Context: an optimization exercise on an open-source flow, tuned for small area, a short achievable clock period and few clock cycles. The choices shown serve that exercise and are no tape-out recipe. RTL that was checked went through simulation tests only; none was proved equivalent to the original. No functional check of the RTL was part of runs 2 to 4. Power and IR drop assume default switching activity.

===== flow/run.sh =====
#!/bin/bash
# synth_recipe.tcl (not shown) runs the flow's synth.tcl, then flattens the netlist and writes it again
# the make line also repeats each setting of config.mk as NAME=value (left out here)
make -C /OpenROAD-flow-scripts/flow DESIGN_CONFIG=/design/flow/config.mk WORK_HOME=/design/flow/orfs CLKGATE_MAP_FILE= SYNTH_SCRIPT=/design/flow/synth_recipe.tcl finish

===== flow/config.mk =====
export PLATFORM = sky130hd
export DESIGN_NAME = video_entropy_coder
export DESIGN_NICKNAME = video_entropy_coder
export VERILOG_FILES = /design/flow/design.v
export SDC_FILE = /design/flow/constraint.sdc
export NUM_CORES = 4
export LEC_CHECK = 0
export CAP_MARGIN = 20
export CORE_MARGIN = 2
export CORE_UTILIZATION = 40
export PLACE_DENSITY = 0.6
export SLEW_MARGIN = 20

===== flow/constraint.sdc =====
create_clock -name core_clock -period 11.0 [get_ports {clk}]
set_input_delay 2.2000 -clock core_clock [delete_from_list [all_inputs] [get_ports {clk}]]
set_output_delay 2.2000 -clock core_clock [all_outputs]
set_load 0.01 [all_outputs]

===== flow/design.v =====
module video_entropy_coder (
    input  wire        clk,
    input  wire        rst,
    input  wire        cmd_valid,
    output wire        cmd_ready,
    input  wire [31:0] cmd,
    input  wire        coef_valid,
    output wire        coef_ready,
    input  wire [15:0] coef,
    output reg         tok_valid,
    output reg  [2:0]  tok_kind,
    output reg  [20:0] tok_val,
    output reg  [5:0]  tok_run,
    output reg  [3:0]  tok_len,
    output reg         tok_tab,
    output reg         diag_valid
);
    localparam [2:0] K_DC_LUMA   = 3'd0;
    localparam [2:0] K_DC_CHROMA = 3'd1;
    localparam [2:0] K_AC        = 3'd2;
    localparam [2:0] K_AC_FIRST  = 3'd3;
    localparam [2:0] K_MCODE     = 3'd4;
    localparam [2:0] K_BITS      = 3'd5;
    localparam [383:0] SCAN_ZIGZAG =
        384'hffedefdbdf35ba77e6b74efacec95e5cf59d92bcb9e31aa371538718d51b8a9c2885a4cc1442d2660611283089408040;
    localparam [383:0] SCAN_ALT =
        384'hff7be7fb6ba67d73c7796f75b65f34b24755386345714ef3ae3eb2aa26d33042c349a869c79e30a20651282241610200;
    localparam integer NSLOT = 45;
    localparam [383:0] CLS =
        384'h041041041b2caeaa689e69659238a181f79e75c6da6580585d63c92020565544d24503cf38d30b2892081c61440c2040;
    localparam [383:0] CLS_ZIGZAG =
        384'h041ae4a810698dd5dc8a80419e16d654e50f6a09acb257d925334718c48861e95e04244b14429005858f2430883c8040;
    localparam [383:0] CLS_ALT =
        384'h06b91d06a8dc5d538759406989b06885a3d33463052520678190667d82112c428340205e96cb2579804f24220158f200;
    localparam [4:0] S_IDLE = 5'd0;
    localparam [4:0] S_DC   = 5'd1;     
    localparam [4:0] S_DC1  = 5'd2;     
    localparam [4:0] S_DC2  = 5'd3;     
    localparam [4:0] S_DC3  = 5'd4;     
    localparam [4:0] S_DC4  = 5'd5;     
    localparam [4:0] S_WALK = 5'd6;
    localparam [4:0] S_EOB  = 5'd7;
    localparam [4:0] S_M0   = 5'd8;     
    localparam [4:0] S_M1   = 5'd9;     
    localparam [4:0] S_M2   = 5'd10;    
    localparam [4:0] S_M3   = 5'd11;    
    localparam [4:0] S_M4   = 5'd12;    
    localparam [4:0] S_M5   = 5'd13;    
    localparam [4:0] S_M6   = 5'd14;    
    localparam [4:0] S_M7   = 5'd15;    
    localparam [4:0] S_M8   = 5'd16;    
    localparam [4:0] S_M9   = 5'd17;    
    localparam [4:0] S_M10  = 5'd18;    
    localparam [4:0] S_M11  = 5'd19;    
    localparam [4:0] S_M12  = 5'd20;    
    integer i;
    genvar q, n;
    reg r1;                        
    always @(posedge clk)
        r1 <= rst;
    reg        c_v;
    reg [3:0]  c_op;
    reg [3:0]  c_hi;               
    reg [19:0] c_lo;               
    reg [4:0]  st;
    wire       fetch = (st == S_IDLE) & c_v & ~r1;
    reg        c_rdy;              
    assign cmd_ready = c_rdy;
    always @(posedge clk) begin
        if (rst) begin
            c_v   <= 1'b0;
            c_rdy <= 1'b1;
        end else if (fetch) begin
            c_v   <= 1'b0;
            c_rdy <= 1'b1;
        end else if (~c_v) begin
            c_v   <= cmd_valid;
            c_rdy <= ~cmd_valid;
        end
        if (~c_v) begin
            c_op <= cmd[31:28];
            c_hi <= cmd[27:24];
            c_lo <= cmd[19:0];
        end
    end
    reg [15:0] wb0, wb1;
    reg        wz0, wz1;           
    reg        wwp, wrp;           
    reg [1:0]  wcount;
    reg        cready;
    wire       wfire = coef_valid & cready;
    wire       wtake;
    wire       w0v = (wcount != 2'd0);
    wire [15:0] w0d = wrp ? wb1 : wb0;
    assign coef_ready = cready;
    always @(posedge clk) begin
        if (cready & ~wwp) begin
            wb0 <= coef;
            wz0 <= |coef;
        end
        if (cready & wwp) begin
            wb1 <= coef;
            wz1 <= |coef;
        end
        if (rst) begin
            wwp    <= 1'b0;
            wrp    <= 1'b0;
            wcount <= 2'd0;
            cready <= 1'b1;
        end else begin
            if (wfire) wwp <= ~wwp;
            if (wtake) wrp <= ~wrp;
            case ({wfire, wtake})
                2'b10:   wcount <= wcount + 2'd1;
                2'b01:   wcount <= wcount - 2'd1;
                default: ;
            endcase
            cready <= ~((wcount[1] | (wcount[0] & wfire)) & ~wtake);
        end
    end
    reg [15:0]  sv [0:NSLOT-1];    
    reg [NSLOT-1:0] occ;           
    reg [5:0]   cnt;               
    reg         lmode;             
    reg         afull;             
    reg [63:0]  a_pend;            
    reg [63:0]  s_pend;            
    reg [63:0]  s_arr;             
    reg         s_full;            
    reg         s_active;          
    reg         rel0;              
    reg         a_c;               
    reg         alt, ivlc, quiet;
    reg         wq_v;              
    reg [5:0]   wq_s;
    reg [15:0]  wq_d;
    wire        wnz   = wrp ? wz1 : wz0;
    wire [63:0] wsel  = 64'd1 << cnt;
    wire [5:0]  wslot = CLS[cnt*6 +: 6];
    reg  [NSLOT-1:0] wcls;
    wire [NSLOT-1:0] wcls_nx;
    generate
        for (q = 0; q < NSLOT; q = q + 1) begin : g_wcls
            wire [63:0] mem;
            for (n = 0; n < 64; n = n + 1) begin : g_m
                assign mem[n] = (CLS[n*6 +: 6] == q) ? wsel[(n + 63) % 64] : 1'b0;
            end
            assign wcls_nx[q] = |mem;
        end
    endgenerate
    wire        hold0  = wcls[0] & ~lmode & s_active & ~rel0;
    wire        wstore = wnz | wcls[0];
    wire        wbusy  = hold0 | (wstore & |(wcls & occ));
    assign      wtake  = w0v & ~afull & ~wbusy & ~r1;
    wire        wlast  = cnt == 6'd63;
    wire        ls_w   = wtake & lmode;
    wire        la_w   = wtake & ~lmode;
    always @(posedge clk) begin
        wq_v <= wtake & wstore;
        wq_s <= wslot;
        wq_d <= w0d;
        for (i = 0; i < NSLOT; i = i + 1)
            if (wq_v && wq_s == i)
                sv[i] <= wq_d;
    end
    wire [63:0] vs = ~s_arr | s_pend;
    wire [447:0] pl;
    assign pl[63:0] = vs;
    genvar lv;
    generate
        for (lv = 0; lv < 6; lv = lv + 1) begin : g_pfx
            for (q = 0; q < 64; q = q + 1) begin : g_bit
                if ((q >> lv) & 1)
                    assign pl[(lv+1)*64 + q] = pl[lv*64 + q] | pl[lv*64 + ((q >> lv) << lv) - 1];
                else
                    assign pl[(lv+1)*64 + q] = pl[lv*64 + q];
            end
        end
    endgenerate
    wire [63:0] pinc   = pl[447:384];
    wire [63:0] pexc   = {pinc[62:0], 1'b0};
    wire [63:0] take_s = s_pend & ~pexc;
    wire        any_v  = pinc[63];
    wire        tokgo  = |take_s;
    reg  [5:0]  f_s;
    always @(*) begin
        f_s = 6'd0;
        for (i = 0; i < 64; i = i + 1)
            if (take_s[i]) f_s = f_s | i[5:0];
    end
    wire        blk_cmd  = fetch & ((c_op == 4'h1) | (c_op == 4'h2));
    wire        x_alt    = blk_cmd ? alt : a_c;
    wire [63:0] valid_n  = afull ? {64{1'b1}} : ~({64{1'b1}} << cnt);
    wire [63:0] a_val    = a_pend & valid_n;
    wire [63:0] a_scan, r_scan, wsel_x;
    generate
        for (q = 0; q < 64; q = q + 1) begin : g_start
            assign a_scan[q] = alt ? a_val[SCAN_ALT[q*6 +: 6]]   : a_val[SCAN_ZIGZAG[q*6 +: 6]];
            assign r_scan[q] = alt ? valid_n[SCAN_ALT[q*6 +: 6]] : valid_n[SCAN_ZIGZAG[q*6 +: 6]];
            assign wsel_x[q] = x_alt ? wsel[SCAN_ALT[q*6 +: 6]]  : wsel[SCAN_ZIGZAG[q*6 +: 6]];
        end
    endgenerate
    wire        s_wr  = wtake & (lmode | blk_cmd);      
    wire        a_done = afull | (la_w & wlast);
    reg signed [15:0] pred0, pred1, pred2;
    reg               intra_c, v_c, first_p;
    reg [1:0]         cc_c;
    reg [3:0]  m_r;
    reg [20:0] m_x, m_y;
    reg        m_c;                                       
    reg        m_hi, m_lo;
    reg        m_neg, m_nz, m_oor;
    reg [13:0] m_res;
    wire [20:0] m_m4   = {21{1'b1}} << (m_r + 5'd4);      
    wire        m_s    = m_x[20];
    wire        m_big  = |(m_x & m_m4);                   
    wire        m_sml  = |(~m_x & m_m4);                  
    wire [20:0] m_dvp  = 21'd1 << (m_r + 5'd5);           
    wire [20:0] m_dvn  = {21{1'b1}} << (m_r + 5'd5);      
    wire [20:0] m_fm1  = ~({21{1'b1}} << m_r);            
    wire [11:0] m_lo_s = {1'b0, m_x[10:0]} + {1'b0, m_y[10:0]} + {11'd0, m_c};
    wire [9:0]  m_hi_s = m_x[20:11] + m_y[20:11] + {9'd0, m_c};
    reg signed [15:0] pred_sel;
    always @(*) begin
        case (cc_c)
            2'd0:    pred_sel = pred0;
            2'd1:    pred_sel = pred1;
            default: pred_sel = pred2;
        endcase
    end
    wire signed [15:0] blk0    = sv[0];
    reg        p1_v, p1_first;      
    reg [5:0]  p1_f;
    reg        p2_v, p2_ac, p2_tab, p2_diag;
    reg [2:0]  p2_kind;
    reg [20:0] p2_data;
    reg [5:0]  p2_run, p2_slot;
    reg [3:0]  p2_len;
    reg [5:0]  lastf;
    wire [5:0] p1_slot = a_c ? CLS_ALT[p1_f*6 +: 6] : CLS_ZIGZAG[p1_f*6 +: 6];
    wire [5:0] p1_base = p1_first ? {6{~intra_c}} : lastf;
    wire [NSLOT-1:0] occ_clr;
    generate
        for (q = 0; q < NSLOT; q = q + 1) begin : g_oclr
            assign occ_clr[q] = (p2_v & p2_ac & (p2_slot == q)) | ((q == 0) & (st == S_DC4));
        end
    endgenerate
    always @(posedge clk) begin
        s_pend <= (blk_cmd ? a_scan : (s_pend & ~({64{st == S_WALK}} & take_s) & ~{63'd0, st == S_DC4}))
                | (wsel_x & {64{s_wr & wnz}});
        s_arr  <= (blk_cmd ? r_scan : s_arr) | (wsel_x & {64{s_wr}});
        if (w0v & ~lmode & ~afull)
            a_pend[cnt] <= wnz;
        if (r1) begin
            occ      <= {NSLOT{1'b0}};
            cnt      <= 6'd0;
            wcls     <= {{(NSLOT-1){1'b0}}, 1'b1};
            lmode    <= 1'b0;
            afull    <= 1'b0;
            s_active <= 1'b0;
            rel0     <= 1'b0;
            st       <= S_IDLE;
            pred0    <= 16'sd0;
            pred1    <= 16'sd0;
            pred2    <= 16'sd0;
            alt      <= 1'b0;
            ivlc     <= 1'b0;
            quiet    <= 1'b0;
            p1_v     <= 1'b0;
            p2_v     <= 1'b0;
        end else begin
            occ <= (occ & ~occ_clr) | (wcls & {NSLOT{wtake & wnz}});
            if (wtake) begin
                cnt  <= cnt + 6'd1;
                wcls <= wcls_nx;
            end
            if (blk_cmd) begin
                s_full <= a_done;
                lmode  <= ~a_done;
                afull  <= 1'b0;
            end else begin
                if (la_w & wlast)
                    afull <= 1'b1;
                if (ls_w & wlast) begin
                    s_full <= 1'b1;
                    lmode  <= 1'b0;
                end
            end
            p1_v <= 1'b0;
            p2_v <= 1'b0;
            case (st)
                S_IDLE: begin
                    if (c_v) begin
                        case (c_op)
                            4'h1: begin
                                intra_c  <= 1'b1;
                                cc_c     <= c_hi[3:2];
                                a_c      <= alt;
                                v_c      <= ivlc;
                                first_p  <= 1'b1;
                                s_active <= 1'b1;
                                rel0     <= 1'b0;
                                st       <= S_DC;
                            end
                            4'h2: begin
                                intra_c  <= 1'b0;
                                a_c      <= alt;
                                v_c      <= 1'b0;
                                first_p  <= 1'b1;
                                s_active <= 1'b1;
                                rel0     <= 1'b1;
                                st       <= S_WALK;
                            end
                            4'h3: begin
                                m_r <= c_hi - 4'd1;
                                m_x <= {c_lo[19], c_lo};
                                st  <= S_M0;
                            end
                            4'h4: begin
                                alt   <= c_lo[0];
                                ivlc  <= c_lo[1];
                                quiet <= c_lo[2];
                            end
                            4'h5: begin
                                case (c_hi[3:2])
                                    2'd0:    pred0 <= c_lo[15:0];
                                    2'd1:    pred1 <= c_lo[15:0];
                                    default: pred2 <= c_lo[15:0];
                                endcase
                            end
                            default: ;
                        endcase
                    end
                end
                S_DC: begin
                    if (s_arr[0])
                        st <= S_DC1;
                end
                S_DC1: begin
                    m_x <= {{5{blk0[15]}}, blk0};
                    m_y <= ~{{5{pred_sel[15]}}, pred_sel};
                    m_c <= 1'b1;
                    st  <= S_DC2;
                end
                S_DC2: begin
                    {m_c, m_x[10:0]} <= m_lo_s;
                    st <= S_DC3;
                end
                S_DC3: begin
                    m_x[20:11] <= m_hi_s;
                    st <= S_DC4;
                end
                S_DC4: begin
                    p2_v    <= 1'b1;
                    p2_ac   <= 1'b0;
                    p2_kind <= (cc_c == 2'd0) ? K_DC_LUMA : K_DC_CHROMA;
                    p2_data <= m_x;
                    p2_diag <= 1'b0;
                    case (cc_c)
                        2'd0:    pred0 <= blk0;
                        2'd1:    pred1 <= blk0;
                        default: pred2 <= blk0;
                    endcase
                    rel0 <= 1'b1;
                    st   <= S_WALK;
                end
                S_WALK: begin
                    if (tokgo) begin
                        p1_v     <= 1'b1;
                        p1_first <= first_p;
                        p1_f     <= f_s;
                        first_p  <= 1'b0;
                    end else if (~any_v & s_full) begin
                        st <= S_EOB;
                    end
                end
                S_EOB: begin
                    p2_v     <= 1'b1;
                    p2_ac    <= 1'b0;
                    p2_kind  <= K_BITS;
                    p2_data  <= v_c ? 21'd6 : 21'd2;
                    p2_len   <= v_c ? 4'd4 : 4'd2;
                    p2_diag  <= 1'b0;
                    s_active <= 1'b0;
                    rel0     <= 1'b0;
                    st       <= S_IDLE;
                end
                S_M0: begin
                    m_hi <= ~m_s & m_big;
                    m_lo <= m_s & m_sml;
                    st   <= S_M1;
                end
                S_M1: begin
                    m_y <= m_hi ? m_dvn : (m_lo ? m_dvp : 21'd0);
                    m_c <= 1'b0;
                    st  <= S_M2;
                end
                S_M2: begin
                    {m_c, m_x[10:0]} <= m_lo_s;
                    st <= S_M3;
                end
                S_M3: begin
                    m_x[20:11] <= m_hi_s;
                    st <= S_M4;
                end
                S_M4: begin
                    m_x   <= m_s ? ~m_x : m_x;
                    m_y   <= m_fm1;
                    m_c   <= m_s;
                    m_neg <= m_s;
                    m_nz  <= |m_x;
                    m_oor <= m_s ? m_sml : m_big;
                    st    <= S_M5;
                end
                S_M5: begin
                    {m_c, m_x[10:0]} <= m_lo_s;
                    st <= S_M6;
                end
                S_M6: begin
                    m_x[20:11] <= m_hi_s;
                    st <= S_M7;
                end
                S_M7: begin
                    m_x   <= m_x >> m_r;
                    m_res <= m_x[13:0] & m_y[13:0];
                    st    <= S_M8;
                end
                S_M8: begin
                    m_x <= m_x ^ {21{m_neg}};
                    m_y <= 21'd0;
                    m_c <= m_neg;
                    st  <= S_M9;
                end
                S_M9: begin
                    {m_c, m_x[10:0]} <= m_lo_s;
                    st <= S_M10;
                end
                S_M10: begin
                    m_x[20:11] <= m_hi_s;
                    st <= S_M11;
                end
                S_M11: begin
                    p2_v    <= 1'b1;
                    p2_ac   <= 1'b0;
                    p2_kind <= K_MCODE;
                    p2_data <= m_x;
                    p2_diag <= m_oor & ~quiet;
                    st      <= (m_r != 4'd0 && m_nz) ? S_M12 : S_IDLE;
                end
                S_M12: begin
                    p2_v    <= 1'b1;
                    p2_ac   <= 1'b0;
                    p2_kind <= K_BITS;
                    p2_data <= {7'd0, m_res};
                    p2_len  <= m_r;
                    p2_diag <= 1'b0;
                    st      <= S_IDLE;
                end
                default: st <= S_IDLE;
            endcase
            if (p1_v) begin
                p2_v    <= 1'b1;
                p2_ac   <= 1'b1;
                p2_kind <= (intra_c | ~p1_first) ? K_AC : K_AC_FIRST;
                p2_tab  <= v_c;
                p2_diag <= 1'b0;
                p2_run  <= p1_f + ~p1_base;
                p2_slot <= p1_slot;
                lastf   <= p1_f;
            end
        end
    end
    wire [15:0] level = sv[p2_slot];
    always @(posedge clk) begin
        if (rst) begin
            tok_valid  <= 1'b0;
            diag_valid <= 1'b0;
        end else begin
            tok_valid  <= p2_v & ~r1;
            diag_valid <= p2_v & p2_diag & ~r1;
        end
        tok_kind <= p2_kind;
        tok_val  <= p2_ac ? {{5{level[15]}}, level} : p2_data;
        tok_run  <= p2_run;
        tok_len  <= p2_len;
        tok_tab  <= p2_tab;
    end
endmodule

==> results of run 1 <==
==> area by class of cell <==
class                           instances  area (sq um)
Antenna cell                            1          2.50
Multi-Input combinational cell       3548         22300
Fill cell                           13400         80000
Timing Repair Buffer                  200          1720
Clock buffer                          185          3850
Clock inverter                         74          1020
Tap cell                             1930          2410
Inverter                               74           278
Sequential cell                      1329         36400
==> worst paths after layout <==
check                                       from              end  slack [ns]  cells past startpoint
worst max-delay path            m_r[2]$_DFFE_PP_  m_oor$_DFFE_PP_        6.82                     10
worst min-delay path            p2_tab$_DFFE_PP_  tok_tab$_DFF_P_        0.37                      0
worst max register to register  m_r[2]$_DFFE_PP_  m_oor$_DFFE_PP_        6.82                     10
worst min register to register  p2_tab$_DFFE_PP_  tok_tab$_DFF_P_        0.37                      0
==> synthesized netlist by cell type (23+ instances only) <==
| library cell | n | area share, % |
|---|---|---|
| dfxtp_1 | 354 | 12 |
| and3_1 | 29 | 0.30 |
| ha_1 | 67 | 1.4 |
| o21ai_0 | 386 | 3.2 |
| a21oi_1 | 348 | 2.9 |
| a22oi_1 | 380 | 4.8 |
| mux2i_1 | 74 | 1.2 |
| clkbuf_1 | 323 | 2.0 |
| xnor2_1 | 28 | 0.41 |
| nor3_1 | 105 | 0.88 |
| nor2_1 | 465 | 2.9 |
| nand2_1 | 491 | 3.1 |
| nand3_1 | 148 | 1.2 |
| inv_1 | 70 | 0.44 |
| a32o_1 | 45 | 0.75 |
| a211oi_1 | 115 | 1.4 |
| and2_1 | 23 | 0.24 |
| edfxtp_1 | 975 | 49 |
| mux2_2 | 46 | 0.87 |
| o211ai_1 | 61 | 0.77 |
| a31oi_1 | 47 | 0.49 |
| nand2b_1 | 47 | 0.49 |
| o22ai_1 | 35 | 0.37 |
| buf_1 | 36 | 0.23 |
| or3_1 | 35 | 0.37 |
| nand4_1 | 82 | 0.86 |
| a21o_1 | 37 | 0.47 |
| nor2b_1 | 57 | 0.60 |
==> kinds of logic (layout without fill, tap and decap cells) <==
| family | after synthesis | count (layout) | share of synthesized area (%) |
|---|---|---|---|
| AOI/OAI and AO/OA | 1652 | 1652 | 18.2 |
| buffers and inverters | 444 | 533 | 2.87 |
| and+or+nand+nor | 1654 | 1654 | 13.5 |
| muxes | 128 | 128 | 2.40 |
| DFF | 1329 | 1329 | 60.9 |
| xor gates and xnor gates | 40 | 40 | 0.587 |
| other | 0 | 1 | 0 |
| adders and majority gates | 74 | 74 | 1.61 |
==> metrics by stage <==
| step | power (W) | instance area (sq um) | setup WS (ns) | std cells |
|---|---|---|---|---|
| final | 0.0133 | 68000 | 6.82 | 7341 |
| after global routing | 0.0137 | 68000 | 6.62 | 7340 |
| after floorplan | 0.00751 | 59700 | 5.09 | 5321 |
| after global placement | 0.00828 | 63100 | 6.88 | 7080 |
| after detailed placement | 0.00833 | 63100 | 6.89 | 7081 |
| after CTS | 0.0133 | 68000 | 6.89 | 7340 |
==> power groups by stage <==
stage,Clock [W],Combinational [W],Sequential (W)
floorplan,0,0.000914,0.00659
finish,0.00501,0.00137,0.00695
CTS,0.00503,0.00133,0.00690
global route,0.00524,0.00147,0.00698
global placement,0,0.00131,0.00697
detailed placement,0,0.00133,0.00700
==> placed cells by master, fill, tap and decap left out, types with 100 or more instances in the layout <==
cell type	n
edfxtp_1	975
nor3_1	100
dfxtp_1	335
a21oi_1	347
nand2_1	490
a211oi_1	115
nand3_1	147
clkbuf_16	142
nor2_1	379
buf_4	113
o21ai_0	385
a22oi_1	380
==> critical path, stage by stage (launching register included) <==
cell and delay, ns:
edfxtp_1 0.32, buf_4 0.37, inv_1 0.55, ha_1 0.81, inv_1 0.18, nor2_1 0.17, o21ai_0 0.09, or4_1 0.42
o31a_1 0.26, o41a_1 0.44, or2_2 0.30
==> sequential cells by signal (all words and copies together) (netlist names), 14 cells and up <==
signal,cells
wcls,45
pred1,16
pred2,16
wb0,16
s_pend,64
sv,720
wq_d,16
pred0,16
a_pend,64
m_x,21
occ,45
m_res,14
wb1,16
tok_val,21
s_arr,64
p2_data,21
m_y,21
c_lo,20
==> metal layers <==
| metal | wire length [microns] | global-route usage, % | up-vias |
|---|---|---|---|
| met5 | 0 | 0 | - |
| met4 | 10500 | 12.3 | 0 |
| met3 | 27300 | 6.49 | 524 |
| met2 | 96100 | 42.1 | 3299 |
| met1 | 91800 | 41.3 | 23400 |
| li1 | - | - | 20300 |
==> impl_metrics.tcl, run 1 <==
set metrics [dict create \
    status "timing/DRC/antenna clean" \
    drc_errors 0 \
    core_area_sq_mm 0.148 \
    drv_cap 0 \
    finalNetCount 5418 \
    port_buffers 86 \
    cts.clk_slew.worst_paths_ns 0.06 \
    antenna_found_initial 8 \
    yosysWarnings 2 \
    hold_class "reg2reg" \
    die_x_microns 390 \
    initial_core_util_pct 40.3 \
    cts_hold_buf 0 \
    synthDistinctLibCells 107 \
    cts_tree "built" \
    cp.required_ns 11.53 \
    finClkSkew_ns 0.0580 \
    numClockSinks 1329 \
    async_flop_share_pct 0 \
    routedWlPerCell_microns 30.7 \
    postCtsSetupBuffers 0 \
    grt_overflow 0 \
    totalWireLength_mm 226 \
    grt_pass1_vias 43600 \
    critPathKind "reg2reg" \
    sw_frac_of_total_pct 29.0 \
    ios 91 \
    cp.arrival_ns 4.70 \
    numCtsBuffers 141 \
    crit_path_end_kind "register" \
    drv_slew 0 \
    setup-tns-final_ns 0 \
    period_needed_ns 4.18 \
    p_clk_share_pct 37.6 \
    syn2layout_area_growth_pct 13.9 \
    clockRootBuffer "clkbuf_16" \
    worstMarginPinSlew_ns 1.18 \
    rsz0062_at_grt "no" \
    firstDrtPassIters 8 \
    p_sw_w 0.00386 \
    hold_slack_ns 0.374 \
    ant_nets 0 \
    syn_nets 5445 \
    powerDensity_mw_per_mm2 196 \
    die-area_sq_mm 0.152 \
    clk_latency_ns 0.82 \
    intPower_w 0.00947 \
    ir_drop_mv 0.152 \
    syn-cell-area_sq_mm 0.0597 \
    cts_resized 0 \
    place_congestion 0.990 \
    finalCritPeriodShare_pct 38.0 \
    p_leak_nw 21.9 \
    synth_enable_flop_cells 975 \
    avgSynthCellArea_sq_um 11.2 \
    seqPwrFrac_pct 52.1 \
    maxSlewHeadroom_pct 21.4 \
    final_core_util_pct 45.9 \
    viasPerCell 6.48 \
    h-tree-depth 4 \
    setup_viol 0 \
    first_iter_violations 7637 \
    cp-start-kind "register" \
    grt_pass1_wl_mm 318 \
    ys.flop_type "edfxtp_1" \
    cp_max_fo 36 \
    clockBufferDepth 3 \
    power_frac_comb_pct 10.2 \
    die_height_microns 390 \
    synthCells 5321 \
    rows 141 \
    finalHoldViolCount 0 \
    grt_max_degree 85 \
    fmax_ghz 0.239 \
    seq_area_frac_synth_pct 60.9 \
    ys_ff_latch 1329 \
    dr_total_vias 47600 \
    hpwl_mm 143 \
    grt.total_usage_pct 28.9 \
    layout-drive-gt1-share_pct 10.6 \
]
Testbench counts, summed over its fixed seeds: cycles 101,329.
==> inputs of run 2 (changes only) <==
--- a/flow/design.v
+++ b/flow/design.v
@@ -29,7 +29,7 @@
     localparam [383:0] CLS =
-        384'h041041041b2caeaa689e69659238a181f79e75c6da6580585d63c92020565544d24503cf38d30b2892081c61440c2040;
+        384'ha6b0932cd20805d1649612c11277287cd0880ea6e36914017872604e60da656b0eae9aa118c4948a80a155828f5e5340;
     localparam [383:0] CLS_ZIGZAG =
-        384'h041ae4a810698dd5dc8a80419e16d654e50f6a09acb257d925334718c48861e95e04244b14429005858f2430883c8040;
+        384'ha6b0447424c59c37aa7242cd9686c76465898df84820b35a82c315612393442048426ad428f8a90c16aaa17942861340;
     localparam [383:0] CLS_ALT =
-        384'h06b91d06a8dc5d538759406989b06885a3d33463052520678190667d82112c428340205e96cb2579804f24220158f200;
+        384'ha41103add9ea7991951d608571b4e4a2326c31848a80e2e57da3613514eb50f897a664022c82012010eaa2508d6a1840;
     localparam [4:0] S_IDLE = 5'd0;
@@ -41,3 +41,4 @@
     localparam [4:0] S_WALK = 5'd6;
-    localparam [4:0] S_EOB  = 5'd7;
+    localparam [4:0] S_EOB  = 5'd7;     
+    localparam [4:0] S_EOB2 = 5'd21;    
     localparam [4:0] S_M0   = 5'd8;     
@@ -133,8 +134,4 @@
     reg         alt, ivlc, quiet;
-    reg         wq_v;              
-    reg [5:0]   wq_s;
-    reg [15:0]  wq_d;
     wire        wnz   = wrp ? wz1 : wz0;
     wire [63:0] wsel  = 64'd1 << cnt;
-    wire [5:0]  wslot = CLS[cnt*6 +: 6];
     reg  [NSLOT-1:0] wcls;
@@ -158,8 +155,5 @@
     always @(posedge clk) begin
-        wq_v <= wtake & wstore;
-        wq_s <= wslot;
-        wq_d <= w0d;
         for (i = 0; i < NSLOT; i = i + 1)
-            if (wq_v && wq_s == i)
-                sv[i] <= wq_d;
+            if (wcls[i] & wtake & wstore)
+                sv[i] <= w0d;
     end
@@ -194,11 +188,12 @@
     wire [63:0] a_val    = a_pend & valid_n;
-    wire [63:0] a_scan, r_scan, wsel_x;
+    wire        s_wr  = wtake & (lmode | blk_cmd);      
+    wire [63:0] u_pend = ({64{blk_cmd}} & a_val)   | (wsel & {64{s_wr & wnz}});
+    wire [63:0] u_arr  = ({64{blk_cmd}} & valid_n) | (wsel & {64{s_wr}});
+    wire [63:0] x_pend, x_arr;
     generate
         for (q = 0; q < 64; q = q + 1) begin : g_start
-            assign a_scan[q] = alt ? a_val[SCAN_ALT[q*6 +: 6]]   : a_val[SCAN_ZIGZAG[q*6 +: 6]];
-            assign r_scan[q] = alt ? valid_n[SCAN_ALT[q*6 +: 6]] : valid_n[SCAN_ZIGZAG[q*6 +: 6]];
-            assign wsel_x[q] = x_alt ? wsel[SCAN_ALT[q*6 +: 6]]  : wsel[SCAN_ZIGZAG[q*6 +: 6]];
+            assign x_pend[q] = x_alt ? u_pend[SCAN_ALT[q*6 +: 6]] : u_pend[SCAN_ZIGZAG[q*6 +: 6]];
+            assign x_arr[q]  = x_alt ? u_arr[SCAN_ALT[q*6 +: 6]]  : u_arr[SCAN_ZIGZAG[q*6 +: 6]];
         end
     endgenerate
-    wire        s_wr  = wtake & (lmode | blk_cmd);      
     wire        a_done = afull | (la_w & wlast);
@@ -212,3 +207,2 @@
     reg        m_neg, m_nz, m_oor;
-    reg [13:0] m_res;
     wire [20:0] m_m4   = {21{1'b1}} << (m_r + 5'd4);      
@@ -220,4 +214,6 @@
     wire [20:0] m_fm1  = ~({21{1'b1}} << m_r);            
-    wire [11:0] m_lo_s = {1'b0, m_x[10:0]} + {1'b0, m_y[10:0]} + {11'd0, m_c};
-    wire [9:0]  m_hi_s = m_x[20:11] + m_y[20:11] + {9'd0, m_c};
+    wire        m_y0   = (st == S_M9) | (st == S_M10);    
+    wire [20:0] m_yo   = m_y & {21{~m_y0}};
+    wire [11:0] m_lo_s = {1'b0, m_x[10:0]} + {1'b0, m_yo[10:0]} + {11'd0, m_c};
+    wire [9:0]  m_hi_s = m_x[20:11] + m_yo[20:11] + {9'd0, m_c};
     reg signed [15:0] pred_sel;
@@ -233,7 +229,4 @@
     reg [5:0]  p1_f;
-    reg        p2_v, p2_ac, p2_tab, p2_diag;
-    reg [2:0]  p2_kind;
-    reg [20:0] p2_data;
+    reg        p2_v, p2_tab, p2_afirst;
     reg [5:0]  p2_run, p2_slot;
-    reg [3:0]  p2_len;
     reg [5:0]  lastf;
@@ -244,3 +237,3 @@
         for (q = 0; q < NSLOT; q = q + 1) begin : g_oclr
-            assign occ_clr[q] = (p2_v & p2_ac & (p2_slot == q)) | ((q == 0) & (st == S_DC4));
+            assign occ_clr[q] = (p2_v & (p2_slot == q)) | ((q == 0) & (st == S_DC4));
         end
@@ -248,5 +241,5 @@
     always @(posedge clk) begin
-        s_pend <= (blk_cmd ? a_scan : (s_pend & ~({64{st == S_WALK}} & take_s) & ~{63'd0, st == S_DC4}))
-                | (wsel_x & {64{s_wr & wnz}});
-        s_arr  <= (blk_cmd ? r_scan : s_arr) | (wsel_x & {64{s_wr}});
+        s_pend <= (s_pend & ~{64{blk_cmd}} & ~({64{st == S_WALK}} & take_s) & ~{63'd0, st == S_DC4})
+                | x_pend;
+        s_arr  <= (s_arr & ~{64{blk_cmd}}) | x_arr;
         if (w0v & ~lmode & ~afull)
@@ -353,7 +346,2 @@
                 S_DC4: begin
-                    p2_v    <= 1'b1;
-                    p2_ac   <= 1'b0;
-                    p2_kind <= (cc_c == 2'd0) ? K_DC_LUMA : K_DC_CHROMA;
-                    p2_data <= m_x;
-                    p2_diag <= 1'b0;
                     case (cc_c)
@@ -377,8 +365,5 @@
                 S_EOB: begin
-                    p2_v     <= 1'b1;
-                    p2_ac    <= 1'b0;
-                    p2_kind  <= K_BITS;
-                    p2_data  <= v_c ? 21'd6 : 21'd2;
-                    p2_len   <= v_c ? 4'd4 : 4'd2;
-                    p2_diag  <= 1'b0;
+                    st <= S_EOB2;
+                end
+                S_EOB2: begin
                     s_active <= 1'b0;
@@ -424,3 +409,3 @@
                     m_x   <= m_x >> m_r;
-                    m_res <= m_x[13:0] & m_y[13:0];
+                    m_y   <= m_x & m_y;                   
                     st    <= S_M8;
@@ -429,3 +414,2 @@
                     m_x <= m_x ^ {21{m_neg}};
-                    m_y <= 21'd0;
                     m_c <= m_neg;
@@ -442,7 +426,2 @@
                 S_M11: begin
-                    p2_v    <= 1'b1;
-                    p2_ac   <= 1'b0;
-                    p2_kind <= K_MCODE;
-                    p2_data <= m_x;
-                    p2_diag <= m_oor & ~quiet;
                     st      <= (m_r != 4'd0 && m_nz) ? S_M12 : S_IDLE;
@@ -450,8 +429,2 @@
                 S_M12: begin
-                    p2_v    <= 1'b1;
-                    p2_ac   <= 1'b0;
-                    p2_kind <= K_BITS;
-                    p2_data <= {7'd0, m_res};
-                    p2_len  <= m_r;
-                    p2_diag <= 1'b0;
                     st      <= S_IDLE;
@@ -461,7 +434,5 @@
             if (p1_v) begin
-                p2_v    <= 1'b1;
-                p2_ac   <= 1'b1;
-                p2_kind <= (intra_c | ~p1_first) ? K_AC : K_AC_FIRST;
-                p2_tab  <= v_c;
-                p2_diag <= 1'b0;
+                p2_v      <= 1'b1;
+                p2_afirst <= ~intra_c & p1_first;
+                p2_tab    <= v_c;
                 p2_run  <= p1_f + ~p1_base;
@@ -473,2 +444,7 @@
     wire [15:0] level = sv[p2_slot];
+    wire        d_dc  = (st == S_DC4);
+    wire        d_eob = (st == S_EOB2);
+    wire        d_mc  = (st == S_M11);
+    wire        d_mb  = (st == S_M12);
+    wire        d_v   = d_dc | d_eob | d_mc | d_mb;
     always @(posedge clk) begin
@@ -478,9 +454,14 @@
         end else begin
-            tok_valid  <= p2_v & ~r1;
-            diag_valid <= p2_v & p2_diag & ~r1;
+            tok_valid  <= (p2_v | d_v) & ~r1;
+            diag_valid <= d_mc & m_oor & ~quiet & ~r1;
+        end
+        if (p2_v) begin
+            tok_kind <= p2_afirst ? K_AC_FIRST : K_AC;
+            tok_val  <= {{5{level[15]}}, level};
+        end else begin
+            tok_kind <= d_dc ? {2'b00, cc_c != 2'd0} : (d_mc ? K_MCODE : K_BITS);
+            tok_val  <= d_eob ? (v_c ? 21'd6 : 21'd2) : (d_mb ? m_y : m_x);
         end
-        tok_kind <= p2_kind;
-        tok_val  <= p2_ac ? {{5{level[15]}}, level} : p2_data;
         tok_run  <= p2_run;
-        tok_len  <= p2_len;
+        tok_len  <= d_eob ? (v_c ? 4'd4 : 4'd2) : m_r;
         tok_tab  <= p2_tab;
==> run 2 against run 1 <==
Against the previous run:
- fmax down 14%
- sequential share of layout area down 0.62 points
- area after synthesis down 3.3%
- critical endpoint is now m_x[10]$_DFFE_PP_
- largest cell class unchanged
==> impl_metrics.tcl, run 2 <==
set metrics [dict create \
    status "timing/DRC/antenna clean" \
    core_area_sq_mm 0.143 \
    cp.required_ns 11.54 \
    finalInstanceArea_sq_mm 0.0654 \
    ys_ff_latch 1263 \
    clockRootBuffer "clkbuf_16" \
    cp-start-kind "register" \
    grt_pass1_vias 41900 \
    clk_latency_ns 0.81 \
    synth_largest_area_cell "edfxtp_1" \
    die-area_sq_mm 0.147 \
    ys.flop_type "edfxtp_1" \
    finClkSkew_ns 0.0455 \
    finalHoldViolCount 0 \
    placed_cells 6825 \
    fmax_ghz 0.205 \
    ant_nets 0 \
    initial_core_util_pct 40.2 \
    powerDensity_mw_per_mm2 203 \
    p_total_w 0.0133 \
    drv_slew 0 \
    synthTopCellsByCount "edfxtp_1 (932), nand2_1 (441), nor2_1 (419), a22oi_1 (412), dfxtp_1 (331)" \
    top_register "sv" \
    critPathKind "reg2reg" \
    fill_cells 13200 \
    cts_tree "built" \
    yosysMostFrequentCell "edfxtp_1" \
    seq_area_frac_synth_pct 59.9 \
    cts_resized 0 \
    setup_viol 0 \
    viasPerCell 6.50 \
    period_needed_ns 4.87 \
    ir_drop_mv 0.126 \
    die_height_microns 384 \
    ios 91 \
    totalWireLength_mm 226 \
    maxSlewHeadroom_pct 20.4 \
    p_leak_nw 21.6 \
    avgSynthCellArea_sq_um 11.5 \
    hpwl_mm 146 \
    rsz0062_at_grt "no" \
    postCtsSetupBuffers 0 \
    finalNetCount 5189 \
    routedWlPerCell_microns 32.0 \
    final_cell_count_no_fill 7073 \
    place_area_sq_mm 0.0609 \
    rows 139 \
    largest_reg_flops 720 \
    syn_nets 5157 \
    cts_hold_buf 0 \
    grt_max_degree 79 \
    drc_errors 0 \
    synth_top_area_share_pct 48.5 \
    synth_enable_flop_cells 932 \
    cp_max_fo 25 \
    first_iter_violations 7698 \
    syn2layout_area_growth_pct 13.3 \
    clockBufferDepth 3 \
    drv_cap 0 \
    crit_path_end_kind "register" \
    h-tree-depth 4 \
    die_x_microns 384 \
    yosys-top-cells-area "edfxtp_1 (48%), dfxtp_1 (11%), a22oi_1 (5.4%)" \
    port_buffers 86 \
    dr_total_vias 46000 \
    synthCells 5034 \
    firstDrtPassIters 9 \
    final_common_cell "edfxtp_1" \
    layout-drive-gt1-share_pct 10.2 \
    finalCritPeriodShare_pct 44.3 \
    grt_pass1_wl_mm 316 \
    grt_overflow 0 \
    grt.total_usage_pct 30.0 \
    numClockSinks 1263 \
    final_cell_mix "edfxtp_1 (932), nand2_1 (441), a22oi_1 (412)" \
    syn-cell-area_sq_mm 0.0577 \
    place_congestion 0.974 \
    cp.arrival_ns 5.42 \
    async_flop_share_pct 0 \
    setup-tns-final_ns 0 \
    antenna_found_initial 7 \
    worstMarginPinSlew_ns 1.18 \
    hold_class "reg2reg" \
    yosysWarnings 2 \
    numCtsBuffers 140 \
    cts.clk_slew.worst_paths_ns 0.06 \
    synthDistinctLibCells 108 \
]
## run 2: changes by cell type after synthesis, sizes merged, moves of 25 or more
| cell | previous run | this run |
|---|---|---|
| a31oi | 47 | 21 |
| buf | 44 | 103 |
| a32oi | 6 | 33 |
| edfxtp | 975 | 932 |
| a22oi | 380 | 412 |
| o21ai | 386 | 303 |
| nor2 | 469 | 431 |
| a21oi | 348 | 194 |
| a211oi | 115 | 164 |
| nor3 | 106 | 81 |
| nand2 | 491 | 441 |
| clkbuf | 326 | 237 |
| and2 | 27 | 91 |
| nand4 | 83 | 135 |
## run 2: cells by family after synthesis
family	synth area share, %
simple gates	14.1
compound gates	18.2
flops	59.9
buf+inv	2.84
mux	2.84
fa+ha+maj	1.62
xor+xnor	0.531
## run 2: final timing paths
kind                             from                  to  slack [ns]  cells past startpoint
hold / removal    p2_run[0]$_DFFE_PP_  tok_run[0]$_DFF_P_        0.34                      0
setup reg to reg   st[1]$_SDFFE_PP0P_   m_x[10]$_DFFE_PP_        6.13                     13
setup / recovery   st[1]$_SDFFE_PP0P_   m_x[10]$_DFFE_PP_        6.13                     13
hold reg to reg   p2_run[0]$_DFFE_PP_  tok_run[0]$_DFF_P_        0.34                      0
## run 2: power by group
part	leakage (nW)	internal [W]	total (W)	switching, W
logic	8.26	0.000591	0.00213	0.00154
clock network	2.18	0.00267	0.00465	0.00198
registers	11.1	0.00603	0.00652	0.000493
total	21.6	0.00928	0.0133	0.00401
## run 2: final cells by class
cell class	instances	area [sq um]	area share, %
antenna	3	7.51	0.0115
clock buffer	192	3950	6.04
clock inverter	51	538	0.822
inverter	67	251	0.384
multi-input combinational	3364	21700	33.2
sequential	1263	34600	52.9
tap	1903	2380	3.64
timing repair buffer	230	1950	2.99
## run 2: critical path: stages (launching register included)
cell and delay (ns):
dfxtp_1 0.83, nand2b_1 0.32, a21o_1 0.69, and2_1 0.24, fa_1 0.19, inv_1 0.06
fa_1 0.44, nor2b_1 0.12, o21ai_0 0.10, a21boi_0 0.30, o31ai_1 0.18, a2111oi_0 0.57
mux2i_1 0.14, a2111o_1 0.42
## run 2: routing by layer
metal	share of wire, %	track usage (%)
met5	0	0
met2	44	44.7
met4	4.1	11.4
met1	40	42.4
met3	12	6.88
## run 2: stage by stage
stage               util, %  worst slack, ns  hold WS [ns]
global placement       42.4             6.24         0.327
global route           45.6             5.74         0.345
CTS                    45.6             6.16         0.340
floorplan                 -             7.17         0.323
detailed placement     42.4             6.18         0.327
finish                 45.6             6.13         0.339
==> inputs of run 3 (changes only) <==
==> flow/flow/run.sh (new file) <==
#!/bin/bash
# The standard layout (the standard.sh: ORFS synthesis to final layout,
# unchanged), with the setup timing repair aimed below the design's clock
# period: repair_timing is asked for SETUP_SLACK_MARGIN ns of setup slack at
# the design's clock and constraints. The SDC is not changed.
set -o pipefail
export SETUP_SLACK_MARGIN=7.2
bash standard.sh > standard.log 2>&1
==> flow/standard.sh (new file) <==
#!/bin/bash
# synth_recipe.tcl (not shown) runs the flow's synth.tcl, then flattens the netlist and writes it again
# the make line also repeats each setting of config.mk as NAME=value (left out here)
make -C /OpenROAD-flow-scripts/flow DESIGN_CONFIG=/design/flow/config.mk WORK_HOME=/design/flow/orfs CLKGATE_MAP_FILE= SYNTH_SCRIPT=/design/flow/synth_recipe.tcl "${@:-finish}"
removed: flow/run.sh
==> run 3 against run 2 <==
Against the previous run:
- still clean on timing, DRC and antenna
- power grew 0.58%
- count of clock-buffer cells in the layout shrank 7
- final area grew 0.42%
- global-route usage shrank 0.36 points
- critical path type unchanged
==> impl_metrics.tcl, run 3 <==
set metrics [dict create \
    grt_overflow 0 \
    crit_path_end_kind "register" \
    yosysWarnings 2 \
    routedWlPerCell_microns 31.6 \
    met2_length_mm 96.3 \
    antenna_found_initial 6 \
    regToRegStartpoint "st[0]$_SDFFE_PP0P_" \
    seq_area_frac_synth_pct 59.9 \
    finalCritPeriodShare_pct 35.1 \
    ant_nets 0 \
    synthTopCellsByCount "edfxtp_1 (932), nand2_1 (441), nor2_1 (419), a22oi_1 (412), dfxtp_1 (331)" \
    hold_class "reg2reg" \
    finalNetCount 5192 \
    setup_ws_ns 7.13 \
    setup-tns-final_ns 0 \
    synth_largest_area_cell "edfxtp_1" \
    topRoutingLayerUsed "met5" \
    clockRootBuffer "clkbuf_16" \
    top_register "sv" \
    die-area_sq_mm 0.147 \
    cts_hold_buf 0 \
    fmax_ghz 0.259 \
    intPower_w 0.00938 \
    cts_tree "built" \
    numCtsBuffers 138 \
    clk_latency_ns 0.78 \
    dr_total_vias 46100 \
    hpwl_mm 145 \
    synthCells 5034 \
    synth_top_area_share_pct 48.5 \
    rrSetupSlack_ns 7.13 \
    finalHoldViolCount 0 \
    drc_errors 0 \
    p_leak_nw 21.8 \
    grt_max_degree 143 \
    drv_slew 0 \
    core_area_sq_mm 0.143 \
    p_sw_w 0.00399 \
    rsz0062_at_grt "yes" \
    cp.arrival_ns 4.39 \
    layout-drive-gt1-share_pct 10.9 \
    ys_ff_latch 1263 \
    firstDrtPassIters 6 \
    critPathKind "reg2reg" \
    first_iter_violations 7305 \
    h-tree-depth 4 \
    p_clk_share_pct 35.4 \
    viasPerCell 6.50 \
    holdPathStages 0 \
    hold_end "tok_run[3]$_DFF_P_" \
    yosysMostFrequentCell "edfxtp_1" \
    final_cell_mix "edfxtp_1 (932), nand2_1 (438), a22oi_1 (412)" \
    place_ws_ns 6.30 \
    clockBufferDepth 3 \
    powerDensity_mw_per_mm2 204 \
    totalWireLength_mm 224 \
    final_common_cell "edfxtp_1" \
    wl_met1_mm 90.9 \
    seqPwrFrac_pct 48.5 \
    async_flop_share_pct 0 \
    cp_max_fo 30 \
    yosys-top-cells-area "edfxtp_1 (48%), dfxtp_1 (11%), a22oi_1 (5.4%)" \
    maxSlewHeadroom_pct 18.0 \
    ios 91 \
    ir_drop_mv 0.182 \
    ys.flop_type "edfxtp_1" \
    synthDistinctLibCells 108 \
    numClockSinks 1263 \
    port_buffers 86 \
    synth_enable_flop_cells 932 \
    worstMarginPinSlew_ns 1.22 \
    die_x_microns 384 \
    r2r-end "m_x[10]$_DFFE_PP_" \
    syn_nets 5157 \
    rows 139 \
    finClkSkew_ns 0.0289 \
    period_needed_ns 3.87 \
    grt_pass1_wl_mm 314 \
    met3RoutedLength_mm 27.0 \
    status "timing/DRC/antenna clean" \
    rr_worst_depth 15 \
    power_frac_comb_pct 16.1 \
    setup_viol 0 \
    drv_cap 0 \
    sw_frac_of_total_pct 29.8 \
    avgSynthCellArea_sq_um 11.5 \
    largest_reg_flops 720 \
    syn-cell-area_sq_mm 0.0577 \
    min_from "p2_run[3]$_DFFE_PP_" \
    grt.total_usage_pct 29.6 \
    cts.clk_slew.worst_paths_ns 0.07 \
    cp-start-kind "register" \
    syn2layout_area_growth_pct 13.8 \
    initial_core_util_pct 40.2 \
    die_height_microns 384 \
    cp.required_ns 11.53 \
    place_congestion 1.01 \
    grt_pass1_vias 42300 \
]
==> run 3: kinds of logic (layout without fill, tap and decap cells) <==
group | Yosys count | in the layout | synth area share (%)
muxes | 147 | 147 | 2.84
and+or+nand+nor | 1598 | 1599 | 14.1
adders and majority gates | 72 | 72 | 1.62
AOI/OAI and AO/OA | 1512 | 1513 | 18.2
DFF | 1263 | 1263 | 59.9
other | 0 | 5 | 0
buffers and inverters | 407 | 550 | 2.84
xor gates and xnor gates | 35 | 35 | 0.531
==> run 3: timing repair <==
| action | CTS | global route |
|---|---|---|
| pin swaps | 0 | 2 |
| gates resized for setup | 71 | 37 |
| setup endpoints to repair | 287 | 300 |
| cloned | 1 | 1 |
| setup buffers | 0 | 7 |
==> run 3: worst max-delay path by stage <==
stage                        from                 to  slack [ns]  cells past startpoint
2_1_floorplan  st[0]$_SDFFE_PP0P_  m_x[10]$_DFFE_PP_        7.29                     15
3_3_place_gp   st[2]$_SDFFE_PP0P_  m_x[10]$_DFFE_PP_        6.26                     14
4_1_cts        st[0]$_SDFFE_PP0P_  m_x[10]$_DFFE_PP_        6.95                     14
5_1_grt        st[0]$_SDFFE_PP0P_  m_x[10]$_DFFE_PP_        7.03                     15
6_report       st[0]$_SDFFE_PP0P_  m_x[10]$_DFFE_PP_        7.13                     15
3_5_place_dp   st[2]$_SDFFE_PP0P_  m_x[10]$_DFFE_PP_        6.30                     14
==> run 3: critical path, cell delays in order (launching register included) <==
cell,delay (ns)
dfxtp_1,0.32
buf_6,0.25
nand2b_4,0.25
a21o_4,0.24
and2_1,0.17
fa_1,0.19
inv_1,0.06
fa_1,0.44
nor2b_1,0.13
o21ai_0,0.11
a21boi_1,0.29
o31ai_2,0.11
buf_4,0.15
a2111oi_2,0.35
mux2i_1,0.13
a2111o_1,0.41
==> run 3: area by class of cell <==
cell class | instances | area (sq um)
multi-input combinational | 3366 | 21900
clock buffer | 185 | 3860
clock inverter | 65 | 698
inverter | 67 | 251
antenna | 5 | 12.5
fill | 13100 | 77800
sequential | 1263 | 34600
timing repair buffer | 233 | 1970
tap | 1903 | 2380
==> run 3: power groups by stage <==
stage          registers (W)  clock network (W)  logic [W]
3_3_place_gp         0.00654                  0    0.00204
3_5_place_dp         0.00655                  0    0.00207
6_report             0.00648            0.00474    0.00216
4_1_cts              0.00645            0.00477    0.00208
5_1_grt              0.00650            0.00495    0.00230
2_1_floorplan        0.00627                  0    0.00137
==> run 3: through the flow <==
step | utilization, % | power, W | hold WS (ns) | area (sq um) | cells
global route | 45.8 | 0.0138 | 0.343 | 65700 | 7082
CTS | 45.6 | 0.0133 | 0.340 | 65500 | 7074
finish | 45.8 | 0.0134 | 0.336 | 65700 | 7087
global placement | 42.4 | 0.00857 | 0.327 | 60900 | 6823
floorplan | - | 0.00764 | 0.323 | 57700 | 5034
detailed placement | 42.4 | 0.00862 | 0.327 | 60900 | 6823
==> run 3: routing by layer <==
| metal | GRT usage [%] | vias up |
|---|---|---|
| li1 | - | 19700 |
| met1 | 42.0 | 22800 |
| met2 | 43.5 | 3018 |
| met3 | 7.25 | 491 |
| met4 | 11.6 | 6 |
| met5 | 0 | - |
==> inputs of run 4 (changes only) <==
--- a/flow/design.v
+++ b/flow/design.v
@@ -29,7 +29,7 @@
     localparam [383:0] CLS =
-        384'ha6b0932cd20805d1649612c11277287cd0880ea6e36914017872604e60da656b0eae9aa118c4948a80a155828f5e5340;
+        384'h127b2650b08205d7e49612c216772818d1240ea6e36914257882604e6045656b0eae909f1cc49489d72755828f5cb840;
     localparam [383:0] CLS_ZIGZAG =
-        384'ha6b0447424c59c37aa7242cd9686c76465898df84820b35a82c315612393442048426ad428f8a90c16aaa17942861340;
+        384'h12704576c99f9c37aa72450b9686c86475898c684208b35a82c3156123934440a4426ad428f8a90651427572dc7e7840;
     localparam [383:0] CLS_ALT =
-        384'ha41103add9ea7991951d608571b4e4a2326c31848a80e2e57da3613514eb50f897a664022c82012010eaa2508d6a1840;
+        384'h1011439dd9ea7991d5216b1f71b9a4a2326c31848a80e52519a2e13514eb50f897a664042c208292504274b72115f9c0;
     localparam [4:0] S_IDLE = 5'd0;
@@ -43,2 +43,5 @@
     localparam [4:0] S_EOB2 = 5'd21;    
+    localparam [4:0] S_MA   = 5'd22;    
+    localparam [4:0] S_MB   = 5'd23;    
+    localparam [4:0] S_START = 5'd24;   
     localparam [4:0] S_M0   = 5'd8;     
@@ -51,5 +54,2 @@
     localparam [4:0] S_M7   = 5'd15;    
-    localparam [4:0] S_M8   = 5'd16;    
-    localparam [4:0] S_M9   = 5'd17;    
-    localparam [4:0] S_M10  = 5'd18;    
     localparam [4:0] S_M11  = 5'd19;    
@@ -132,6 +132,15 @@
     reg         rel0;              
-    reg         a_c;               
     reg         alt, ivlc, quiet;
     wire        wnz   = wrp ? wz1 : wz0;
-    wire [63:0] wsel  = 64'd1 << cnt;
+    wire [7:0]  c_hi1 = 8'd1 << cnt[5:3];
+    wire [7:0]  c_lo1 = 8'd1 << cnt[2:0];
+    wire [7:0]  c_hit = ~({8{1'b1}} << cnt[5:3]);         
+    wire [7:0]  c_lot = ~({8{1'b1}} << cnt[2:0]);
+    wire [63:0] wsel, c_therm;
+    generate
+        for (q = 0; q < 64; q = q + 1) begin : g_dec
+            assign wsel[q]    = c_hi1[q/8] & c_lo1[q%8];
+            assign c_therm[q] = c_hit[q/8] | (c_hi1[q/8] & c_lot[q%8]);
+        end
+    endgenerate
     reg  [NSLOT-1:0] wcls;
@@ -184,5 +193,4 @@
     end
-    wire        blk_cmd  = fetch & ((c_op == 4'h1) | (c_op == 4'h2));
-    wire        x_alt    = blk_cmd ? alt : a_c;
-    wire [63:0] valid_n  = afull ? {64{1'b1}} : ~({64{1'b1}} << cnt);
+    reg         blk_cmd;           
+    wire [63:0] valid_n  = {64{afull}} | c_therm;
     wire [63:0] a_val    = a_pend & valid_n;
@@ -194,4 +202,4 @@
         for (q = 0; q < 64; q = q + 1) begin : g_start
-            assign x_pend[q] = x_alt ? u_pend[SCAN_ALT[q*6 +: 6]] : u_pend[SCAN_ZIGZAG[q*6 +: 6]];
-            assign x_arr[q]  = x_alt ? u_arr[SCAN_ALT[q*6 +: 6]]  : u_arr[SCAN_ZIGZAG[q*6 +: 6]];
+            assign x_pend[q] = alt ? u_pend[SCAN_ALT[q*6 +: 6]] : u_pend[SCAN_ZIGZAG[q*6 +: 6]];
+            assign x_arr[q]  = alt ? u_arr[SCAN_ALT[q*6 +: 6]]  : u_arr[SCAN_ZIGZAG[q*6 +: 6]];
         end
@@ -209,4 +217,4 @@
     wire        m_s    = m_x[20];
-    wire        m_big  = |(m_x & m_m4);                   
-    wire        m_sml  = |(~m_x & m_m4);                  
+    wire        m_big  = |(m_x & m_y);                    
+    wire        m_sml  = |(~m_x & m_y);                   
     wire [20:0] m_dvp  = 21'd1 << (m_r + 5'd5);           
@@ -214,6 +222,4 @@
     wire [20:0] m_fm1  = ~({21{1'b1}} << m_r);            
-    wire        m_y0   = (st == S_M9) | (st == S_M10);    
-    wire [20:0] m_yo   = m_y & {21{~m_y0}};
-    wire [11:0] m_lo_s = {1'b0, m_x[10:0]} + {1'b0, m_yo[10:0]} + {11'd0, m_c};
-    wire [9:0]  m_hi_s = m_x[20:11] + m_yo[20:11] + {9'd0, m_c};
+    wire [11:0] m_lo_s = {1'b0, m_x[10:0]} + {1'b0, m_y[10:0]} + {11'd0, m_c};
+    wire [9:0]  m_hi_s = m_x[20:11] + m_y[20:11] + {9'd0, m_c};
     reg signed [15:0] pred_sel;
@@ -232,3 +238,3 @@
     reg [5:0]  lastf;
-    wire [5:0] p1_slot = a_c ? CLS_ALT[p1_f*6 +: 6] : CLS_ZIGZAG[p1_f*6 +: 6];
+    wire [5:0] p1_slot = alt ? CLS_ALT[p1_f*6 +: 6] : CLS_ZIGZAG[p1_f*6 +: 6];
     wire [5:0] p1_base = p1_first ? {6{~intra_c}} : lastf;
@@ -263,2 +269,3 @@
             p2_v     <= 1'b0;
+            blk_cmd  <= 1'b0;
         end else begin
@@ -281,4 +288,5 @@
             end
-            p1_v <= 1'b0;
-            p2_v <= 1'b0;
+            p1_v    <= 1'b0;
+            p2_v    <= 1'b0;
+            blk_cmd <= 1'b0;
             case (st)
@@ -288,19 +296,15 @@
                             4'h1: begin
-                                intra_c  <= 1'b1;
-                                cc_c     <= c_hi[3:2];
-                                a_c      <= alt;
-                                v_c      <= ivlc;
-                                first_p  <= 1'b1;
-                                s_active <= 1'b1;
-                                rel0     <= 1'b0;
-                                st       <= S_DC;
+                                intra_c <= 1'b1;
+                                cc_c    <= c_hi[3:2];
+                                v_c     <= ivlc;
+                                first_p <= 1'b1;
+                                blk_cmd <= 1'b1;
+                                st      <= S_START;
                             end
                             4'h2: begin
-                                intra_c  <= 1'b0;
-                                a_c      <= alt;
-                                v_c      <= 1'b0;
-                                first_p  <= 1'b1;
-                                s_active <= 1'b1;
-                                rel0     <= 1'b1;
-                                st       <= S_WALK;
+                                intra_c <= 1'b0;
+                                v_c     <= 1'b0;
+                                first_p <= 1'b1;
+                                blk_cmd <= 1'b1;
+                                st      <= S_START;
                             end
@@ -327,2 +331,7 @@
                 end
+                S_START: begin
+                    s_active <= 1'b1;
+                    rel0     <= ~intra_c;
+                    st       <= intra_c ? S_DC : S_WALK;
+                end
                 S_DC: begin
@@ -373,2 +382,6 @@
                 S_M0: begin
+                    m_y <= m_m4;
+                    st  <= S_MA;
+                end
+                S_MA: begin
                     m_hi <= ~m_s & m_big;
@@ -388,3 +401,7 @@
                     m_x[20:11] <= m_hi_s;
-                    st <= S_M4;
+                    st <= S_MB;
+                end
+                S_MB: begin
+                    m_y <= m_m4;
+                    st  <= S_M4;
                 end
@@ -392,4 +409,4 @@
                     m_x   <= m_s ? ~m_x : m_x;
-                    m_y   <= m_fm1;
-                    m_c   <= m_s;
+                    m_y   <= m_s ? 21'd0 : m_fm1;
+                    m_c   <= 1'b0;
                     m_neg <= m_s;
@@ -409,17 +426,4 @@
                     m_x   <= m_x >> m_r;
-                    m_y   <= m_x & m_y;                   
-                    st    <= S_M8;
-                end
-                S_M8: begin
-                    m_x <= m_x ^ {21{m_neg}};
-                    m_c <= m_neg;
-                    st  <= S_M9;
-                end
-                S_M9: begin
-                    {m_c, m_x[10:0]} <= m_lo_s;
-                    st <= S_M10;
-                end
-                S_M10: begin
-                    m_x[20:11] <= m_hi_s;
-                    st <= S_M11;
+                    m_y   <= m_x & m_fm1;
+                    st    <= S_M11;
                 end
@@ -462,3 +466,3 @@
             tok_kind <= d_dc ? {2'b00, cc_c != 2'd0} : (d_mc ? K_MCODE : K_BITS);
-            tok_val  <= d_eob ? (v_c ? 21'd6 : 21'd2) : (d_mb ? m_y : m_x);
+            tok_val  <= d_eob ? (v_c ? 21'd6 : 21'd2) : (d_mb ? m_y : (m_x ^ {21{d_mc & m_neg}}));
         end
--- a/flow/flow/run.sh
+++ b/flow/flow/run.sh
@@ -6,3 +6,3 @@
 set -o pipefail
-export SETUP_SLACK_MARGIN=7.2
+export SETUP_SLACK_MARGIN=7.5
 bash standard.sh > standard.log 2>&1
==> run 4 against run 3 <==
Against the previous run:
- synthesized cell count fell by 2.9%
- wire length decreased by 5.2%
- die area decreased by 1.6%
- clock skew up 0.0052 ns
- register-to-register slack gained 0.32 ns
- utilization grew 0.12 points
- highest routed layer unchanged
- sequential cell count unchanged
- worst setup slack better by 0.32 ns
==> impl_metrics.tcl, run 4 <==
set metrics [dict create \
    status "timing/DRC/antenna clean" \
    grt_pass1_wl_mm 299 \
    antenna_found_initial 7 \
    yosysWarnings 2 \
    synth_largest_area_cell "edfxtp_1" \
    async_flop_share_pct 0 \
    hold_class "reg2reg" \
    die-area_sq_mm 0.145 \
    cp.required_ns 11.40 \
    muxShareOfSynthArea_pct 3.01 \
    cp.arrival_ns 3.94 \
    syn2layout_area_growth_pct 14.2 \
    hpwl_mm 135 \
    clockBufferDepth 3 \
    synth_compound_area_share_pct 18.6 \
    drc_errors 0 \
    crit_path_end_kind "register" \
    syn_nets 5032 \
    p_sw_w 0.00432 \
    yosys-top-cells-area "edfxtp_1 (49%), dfxtp_1 (12%), a22oi_1 (5.4%)" \
    first_iter_violations 6869 \
    seqPwrFrac_pct 47.6 \
    largest_reg_flops 720 \
    synth_fa_ha_area_share_pct 2.11 \
    period_needed_ns 3.55 \
    yosysMostFrequentCell "edfxtp_1" \
    setup_ws_ns 7.45 \
    synthCells 4887 \
    powerDensity_mw_per_mm2 213 \
    final_common_cell "edfxtp_1" \
    critPathTopFamily "simple AND/OR/NAND/NOR gates" \
    critPathKind "reg2reg" \
    avgSynthCellArea_sq_um 11.6 \
    firstDrtPassIters 7 \
    p_leak_nw 21.8 \
    cts_tree "built" \
    finalHoldViolCount 0 \
    top_register "sv" \
    final_cell_count_no_fill 6948 \
    ant_nets 0 \
    initial_core_util_pct 40.2 \
    dr_total_vias 44500 \
    totalWireLength_mm 213 \
    synthDistinctLibCells 95 \
    yosys.area_share.simple_pct 11.3 \
    setup_viol 0 \
    place_ws_ns 6.62 \
    numClockSinks 1263 \
    h-tree-depth 4 \
    rows 138 \
    slowest_stage "and2_2" \
    grt_pass1_vias 41200 \
    synthTopCellsByCount "edfxtp_1 (931), a22oi_1 (408), nor2_1 (401), nand2_1 (361), o21ai_0 (340)" \
    crit_chain "a22o_1 -> a221oi_1 -> nand4_1 -> nor3_1 -> nand2_1 -> a21oi_2 -> buf_4 -> and2_2" \
    grt_max_degree 74 \
    grt.total_usage_pct 28.3 \
    die_x_microns 381 \
    critPathMaxStageDelay_ns 0.85 \
    synth_top_family_by_area "compound AO/OA/AOI/OAI gates" \
    ir_drop_mv 0.149 \
    ys_ff_latch 1263 \
    fill_cells 13000 \
    clockRootBuffer "clkbuf_16" \
    setup-tns-final_ns 0 \
    port_buffers 86 \
    cp_max_fo 44 \
    finClkSkew_ns 0.0341 \
    worstMarginPinSlew_ns 1.19 \
    synth_enable_flop_cells 931 \
    core_area_sq_mm 0.141 \
    cp-start-kind "register" \
    sw_frac_of_total_pct 31.3 \
    grt_overflow 0 \
    final_cell_mix "edfxtp_1 (931), a22oi_1 (406), nand2_1 (359)" \
    cts_hold_buf 0 \
    die_height_microns 381 \
    synth_top_area_share_pct 49.2 \
    placed_cells 6660 \
    power_frac_comb_pct 19.4 \
    maxSlewHeadroom_pct 20.9 \
    p_clk_share_pct 33.1 \
    cts.clk_slew.worst_paths_ns 0.06 \
    timing.critical_path.buf_inv 1 \
    routedWlPerCell_microns 30.6 \
    place_congestion 0.945 \
    seq_area_frac_synth_pct 60.9 \
    viasPerCell 6.41 \
    fmax_ghz 0.282 \
    intPower_w 0.00948 \
    layout-drive-gt1-share_pct 12.5 \
    synth_xor_area_share_pct 0.941 \
    finalCritPeriodShare_pct 32.2 \
    drv_slew 0 \
    ios 91 \
    clk_latency_ns 0.80 \
    rsz0062_at_grt "yes" \
    finalNetCount 5096 \
    syn-cell-area_sq_mm 0.0568 \
    numCtsBuffers 138 \
    ys.flop_type "edfxtp_1" \
    drv_cap 0 \
]
run 4: cell types whose count changed after synthesis, moves of 34 or more:
cell,change
buf_2,-34
a211oi_1,-90
a31oi_1,+36
o21ai_0,+69
a21oi_1,+35
nand2_1,-80
nand3_1,-71
nand4_1,-38
inv_1,+61
run 4: what timing repair did:
item | CTS | global route
hold endpoints to repair | 0 | 0
pin swaps | 6 | 8
buffers inserted | 28 | 12
resized for setup | 209 | 23
cloned | 0 | 1
endpoints found under the setup margin | 168 | 428
run 4: cells by family after synthesis:
family          after synthesis
fa+ha+maj                    93
buf+inv                     444
compound gates             1559
flops                      1263
mux                         154
xor+xnor                     61
simple gates               1313
run 4: final cells by class:
type / count / area [sq um] / share of cell area (%)
inverters: 124 / 475 / 0.733
multi-input cells: 3180 / 21000 / 32.4
clock buffers: 186 / 3890 / 6.00
well taps: 1890 / 2360 / 3.65
repair buffers: 243 / 1990 / 3.07
repair inverters: 1 / 5.00 / 0.00772
diodes: 2 / 5.00 / 0.00772
flip-flops and latches: 1263 / 34600 / 53.4
clock inverters: 59 / 498 / 0.768
run 4: metal layers:
metal	part of all wire [%]	global-route usage, %	up-vias	routed length [microns]
met5	0.012	0	-	26
met4	3.9	10.5	4	8260
li1	-	-	19100	-
met1	40	39.4	22000	84100
met2	44	42.6	2937	93300
met3	13	7.20	479	26900
run 4: final timing paths:
path	startpoint	end	slack (ns)	cells after the start
worst max-delay path	wcls[27]$_SDFFE_PP0P_	sv[44][14]$_DFFE_PP_	7.45	8
worst min-delay path	p2_run[0]$_DFFE_PP_	tok_run[0]$_DFF_P_	0.31	0
worst max register to register	wcls[27]$_SDFFE_PP0P_	sv[44][14]$_DFFE_PP_	7.45	8
worst min register to register	p2_run[0]$_DFFE_PP_	tok_run[0]$_DFF_P_	0.31	0
run 4: per-stage QoR:
step           hold slack (ns)  power [W]  area (sq um)  utilization [%]
2_1_floorplan            0.323    0.00815         56800                -
3_3_place_gp             0.329    0.00915         59900             42.4
3_5_place_dp             0.327    0.00920         59900             42.4
4_1_cts                  0.300     0.0137         64600             45.8
5_1_grt                  0.326     0.0143         64800             45.9
6_report                 0.312     0.0138         64800             45.9
run 4: power groups by stage:
stage          clock network, W  registers [W]  logic [W]
2_1_floorplan                 0        0.00643    0.00173
3_3_place_gp                  0        0.00662    0.00253
3_5_place_dp                  0        0.00663    0.00257
4_1_cts                 0.00460        0.00654    0.00258
5_1_grt                 0.00477        0.00661    0.00288
6_report                0.00457        0.00656    0.00267

## separate check: timing with driven ports
The results above use ideal ports. As a check the final layouts listed here were re-extracted and re-timed, cells and wires unchanged.
Step 1 (the two cells are an assumption about what drives the block):
set clk [get_ports {clk}]
set_driving_cell -lib_cell sky130_fd_sc_hd__clkbuf_16 $clk
set_driving_cell -lib_cell sky130_fd_sc_hd__buf_2 [delete_from_list [all_inputs] $clk]
Step 2 also shifts input and output timing later by t, the mid clock arrival at the registers, as if the neighbouring blocks saw the same clock.
Slacks: ideal ports / drivers / drivers and shift; pairs: ideal ports / drivers.
run	t, ns	setup WS [ns]	hold slack, ns	slew at the worst register clock pin (ns)	cell pins on the clock port's net
run 1	0.870	6.823 / 6.823 / 6.823	0.374 / 0.374 / 0.374	0.07 / 0.07	1
run 2	0.863	6.126 / 6.126 / 6.126	0.339 / 0.339 / 0.339	0.07 / 0.07	1
run 3	0.851	7.135 / 7.135 / 7.135	0.336 / 0.336 / 0.336	0.08 / 0.08	1
run 4	0.866	7.454 / 7.376 / 7.267	0.312 / 0.312 / 0.312	0.07 / 0.07	1
After both steps setup and hold are still met in every run listed. For run 4, which loses most, drivers alone change the setup slack by -0.078 ns; drivers and shift together by -0.187 ns.
